Context: an optimization exercise on an open-source flow, tuned for small area, a short achievable clock period and few clock cycles per item. The choices shown serve that exercise and are no tape-out recipe. Where RTL was checked, it was by simulation tests only, not by an equivalence proof against the original. No activity file was given, so power comes from the tool's default toggle rates.

==> module bit_encoder, before the edit <==
module bit_encoder (
    input  wire        clk,
    input  wire        rst,         
    input  wire        cmd_valid,
    output wire        cmd_ready,
    input  wire [31:0] cmd_data,
    output wire        out_valid,
    input  wire        out_ready,
    output wire [7:0]  out_data,
    output wire [15:0] status,
    output wire        err
);
    localparam [1:0] CAUSE_BAD_OP    = 2'd1;
    localparam [1:0] CAUSE_RSVD_NZ   = 2'd2;
    localparam [1:0] CAUSE_BAD_WIDTH = 2'd3;
    reg [7:1]  pb;
    reg [2:0]  pn;
    reg        err_q;
    reg [1:0]  ecause;
    reg        trunc;
    reg [7:0]  ob0;
    reg [7:0]  ob1;
    reg        ov;
    reg        ov2;
    wire [7:0] pb8 = {pb, 1'b0};
    wire [1:0]  op    = cmd_data[31:30];
    wire [4:0]  width = cmd_data[20:16];
    wire [15:0] value = cmd_data[15:0];
    wire rsvd_nz   = |cmd_data[29:21];
    wire low_nz    = |cmd_data[20:0];
    wire width_bad = (width == 5'd0) || (width > 5'd16);
    wire is_flush  = (op == 2'b01) && !rsvd_nz && !low_nz;
    wire is_encode = (op == 2'b00) && !rsvd_nz && !width_bad;
    wire [1:0] cause = op[1]                 ? CAUSE_BAD_OP :
                       (op[0] || rsvd_nz)    ? CAUSE_RSVD_NZ :
                                               CAUSE_BAD_WIDTH;
    wire       g0     = pn[0] & width[0];
    wire       p1     = pn[1] ^ width[1];
    wire       c1     = (pn[1] & width[1]) | (p1 & g0);
    wire       p2     = pn[2] ^ width[2];
    wire       c2     = (pn[2] & width[2]) | (p2 & c1);
    wire [2:0] pn_new = {p2 ^ c1, p1 ^ g0, pn[0] ^ width[0]};
    wire       nb0    = width[4] | width[3] | c2;      
    wire       nb2    = width[4] | (width[3] & c2);
    wire       nb_lane1 = !width[4] && (width[3] ^ c2);
    wire [23:0] ys0 = pn_new[0] ? {1'b0, value, 7'd0} : {value, 8'd0};
    wire [23:0] ys1 = pn_new[1] ? {2'b0, ys0[23:2]}  : ys0;
    wire [23:0] y   = pn_new[2] ? {4'b0, ys1[23:4]}  : ys1;
    wire [7:0]  lane  = nb2 ? y[23:16] : nb_lane1 ? y[15:8] : y[7:0];
    wire [7:0]  pmask = 8'hFF >> pn;
    wire [7:0]  top   = pb8 | (lane & pmask);
    wire [7:0]  byte1 = y[15:8];
    wire [7:0]  pb_lo = y[7:0];
    wire [7:0]  pb_nx = nb0 ? pb_lo : top;
    wire value_trunc = (|(lane & ~pmask))
                     | (!nb0 && (|y[15:8]))
                     | (!nb2 && (|y[23:16]));
    assign cmd_ready = !ov2 && (!ov || out_ready);
    wire   accept    = cmd_valid && cmd_ready;
    assign out_valid = ov;
    assign out_data  = ob0;
    always @(posedge clk) begin
        if (rst) begin
            ob0 <= 8'd0;
            ob1 <= 8'd0;
        end else begin
            if (!ov || out_ready)
                ob0 <= ov2 ? ob1 : top;
            if (!ov2)
                ob1 <= byte1;
        end
    end
    always @(posedge clk) begin
        if (rst) begin
            pb     <= 7'd0;
            pn     <= 3'd0;
            err_q  <= 1'b0;
            ecause <= 2'd0;
            trunc  <= 1'b0;
            ov     <= 1'b0;
            ov2    <= 1'b0;
        end else if (accept) begin
            ov  <= (is_encode && nb0) || (is_flush && pn != 3'd0);
            ov2 <= is_encode && nb2;
            if (is_encode) begin
                pb  <= pb_nx[7:1];
                pn  <= pn_new;
                if (value_trunc)
                    trunc <= 1'b1;
            end else if (is_flush) begin
                pb  <= 7'd0;
                pn  <= 3'd0;
            end else if (!err_q) begin
                err_q  <= 1'b1;
                ecause <= cause;
            end
        end else if (ov && out_ready) begin
            ov  <= ov2;
            ov2 <= 1'b0;
        end
    end
    assign status = {1'b0, trunc, ecause, err_q, pn, pb8};
    assign err    = err_q;
endmodule
==> flow/config.mk <==
export PLATFORM = sky130hd
export DESIGN_NAME = bit_encoder
export DESIGN_NICKNAME = bit_encoder
export VERILOG_FILES = /design/flow/design.v
export SDC_FILE = /design/flow/constraint.sdc
export NUM_CORES = 4
export LEC_CHECK = 0
export ABC_AREA = 1
export CAP_MARGIN = 20
export CORE_MARGIN = 2
export CORE_UTILIZATION = 40
export PLACE_DENSITY = 0.6
export SETUP_SLACK_MARGIN = 3.1
export SLEW_MARGIN = 20
==> flow/constraint.sdc <==
create_clock -name core_clock -period 6.0 [get_ports {clk}]
set_input_delay 1.2000 -clock core_clock [delete_from_list [all_inputs] [get_ports {clk}]]
set_output_delay 1.2000 -clock core_clock [all_outputs]
set_load 0.01 [all_outputs]
standard.sh (not shown) runs the stock make flow with config.mk's settings and CLKGATE_MAP_FILE= SYNTH_SCRIPT=/design/flow/synth_recipe.tcl, a recipe that flattens the netlist after the stock synthesis.
==> flow/flow/run.sh <==
#!/bin/bash
# Standard ORFS layout, with the port buffers made from the smallest buffer
# cell (sky130_fd_sc_hd__buf_1) instead of buffer_ports' default choice;
# timing repair still resizes them where the paths need it.
set -uo pipefail
export BUFFER_PORTS_ARGS="-buffer_cell sky130_fd_sc_hd__buf_1"
bash standard.sh > standard_flow.log 2>&1
status=$?
cp -r orfs/logs/sky130hd/bit_encoder/base orfs_logs 2>/dev/null
exit $status
Testbench counts at the start, summed over its fixed seeds: cycles 13,921, items 13,063.
Next try:
==> flow/design.v (replaced) <==
module bit_encoder (
    input  wire        clk,
    input  wire        rst,         
    input  wire        cmd_valid,
    output wire        cmd_ready,
    input  wire [31:0] cmd_data,
    output wire        out_valid,
    input  wire        out_ready,
    output wire [7:0]  out_data,
    output wire [15:0] status,
    output wire        err
);
    localparam [1:0] CAUSE_BAD_OP    = 2'd1;
    localparam [1:0] CAUSE_RSVD_NZ   = 2'd2;
    localparam [1:0] CAUSE_BAD_WIDTH = 2'd3;
    reg [7:0]  pb;         
    reg [2:0]  pn;         
    reg        err_q;
    reg [1:0]  ecause;
    reg        trunc;
    reg [7:0]  ob0;
    reg [7:0]  ob1;
    reg        ov;
    reg        ov2;
    wire [1:0]  op    = cmd_data[31:30];
    wire [4:0]  width = cmd_data[20:16];
    wire [15:0] value = cmd_data[15:0];
    wire rsvd_nz   = |cmd_data[29:21];
    wire low_nz    = |cmd_data[20:0];
    wire width_bad = (width == 5'd0) || (width > 5'd16);
    wire is_flush  = (op == 2'b01) && !rsvd_nz && !low_nz;
    wire is_encode = (op == 2'b00) && !rsvd_nz && !width_bad;
    wire [1:0] cause = op[1]                 ? CAUSE_BAD_OP :
                       (op[0] || rsvd_nz)    ? CAUSE_RSVD_NZ :
                                               CAUSE_BAD_WIDTH;
    wire [4:0] sum    = {2'b00, pn} + width;
    wire [1:0] nb     = sum[4:3];
    wire [2:0] pn_new = sum[2:0];
    wire [23:0] y     = {value, 8'd0} >> pn_new;
    wire [7:0]  lane  = nb[1] ? y[23:16] : nb[0] ? y[15:8] : y[7:0];
    wire [7:0]  pmask = 8'hFF >> pn;
    wire [7:0]  top   = pb | (lane & pmask);
    wire [7:0]  byte1 = y[15:8];
    wire [7:0]  pb_lo = y[7:0];
    reg [15:0] above;
    integer k;
    always @(*)
        for (k = 0; k < 16; k = k + 1)
            above[k] = (width <= k);
    wire value_trunc = |(value & above);
    assign cmd_ready = !ov2 && (!ov || out_ready);
    wire   accept    = cmd_valid && cmd_ready;
    wire   take      = ov && out_ready;
    assign out_valid = ov;
    assign out_data  = ob0;
    always @(posedge clk) begin
        if (rst) begin
            ob0 <= 8'd0;
            ob1 <= 8'd0;
        end else begin
            if (accept)
                ob0 <= top;
            else if (take)
                ob0 <= ob1;
            if (!ov2)
                ob1 <= byte1;
        end
    end
    always @(posedge clk) begin
        if (rst) begin
            pb     <= 8'd0;
            pn     <= 3'd0;
            err_q  <= 1'b0;
            ecause <= 2'd0;
            trunc  <= 1'b0;
            ov     <= 1'b0;
            ov2    <= 1'b0;
        end else if (accept) begin
            ov  <= (is_encode && nb != 2'd0) || (is_flush && pn != 3'd0);
            ov2 <= is_encode && nb == 2'd2;
            if (is_encode) begin
                pb  <= (nb == 2'd0) ? top : pb_lo;
                pn  <= pn_new;
                if (value_trunc)
                    trunc <= 1'b1;
            end else if (is_flush) begin
                pb  <= 8'd0;
                pn  <= 3'd0;
            end else if (!err_q) begin
                err_q  <= 1'b1;
                ecause <= cause;
            end
        end else if (take) begin
            ov  <= ov2;
            ov2 <= 1'b0;
        end
    end
    assign status = {1'b0, trunc, ecause, err_q, pn, pb};
    assign err    = err_q;
endmodule
Result: The new run completed without violations. Clock power shrinks by 20%. Critical path depth goes down by 14. Die area went up by 10%. Worst hold slack is better by 0.011 ns. Routed wire length grows by about 16%. Total power drops by 0.83%. Sequential power rises by about 4%.
No functional check of the RTL was part of the second run of this note.

[static timing again, ports no longer ideal]
The flow's constraints put no driver on any port. The routed layouts listed below were extracted and timed again, unchanged, in two steps.
Step 1 assumes that a clkbuf_16 drives the clock port and a buf_2 every other input.
Step 2 also shifts input and output timing later by t, the mid clock arrival at the registers, as if the neighbouring blocks saw the same clock.
Slacks: ideal ports / drivers / drivers and shift; pairs: ideal ports / drivers.
| run | t, ns | setup slack, ns | cell pins on the clock port's net |
|---|---|---|---|
| the first run | 0.313 | 2.770 / 2.746 / 2.433 | 1 |
| the second run | 0.311 | 3.137 / 3.115 / 2.813 | 1 |
After both steps setup and hold are still met in every run listed. For the first run, which loses most, drivers alone change the setup slack by -0.024 ns; drivers and shift together by -0.337 ns.
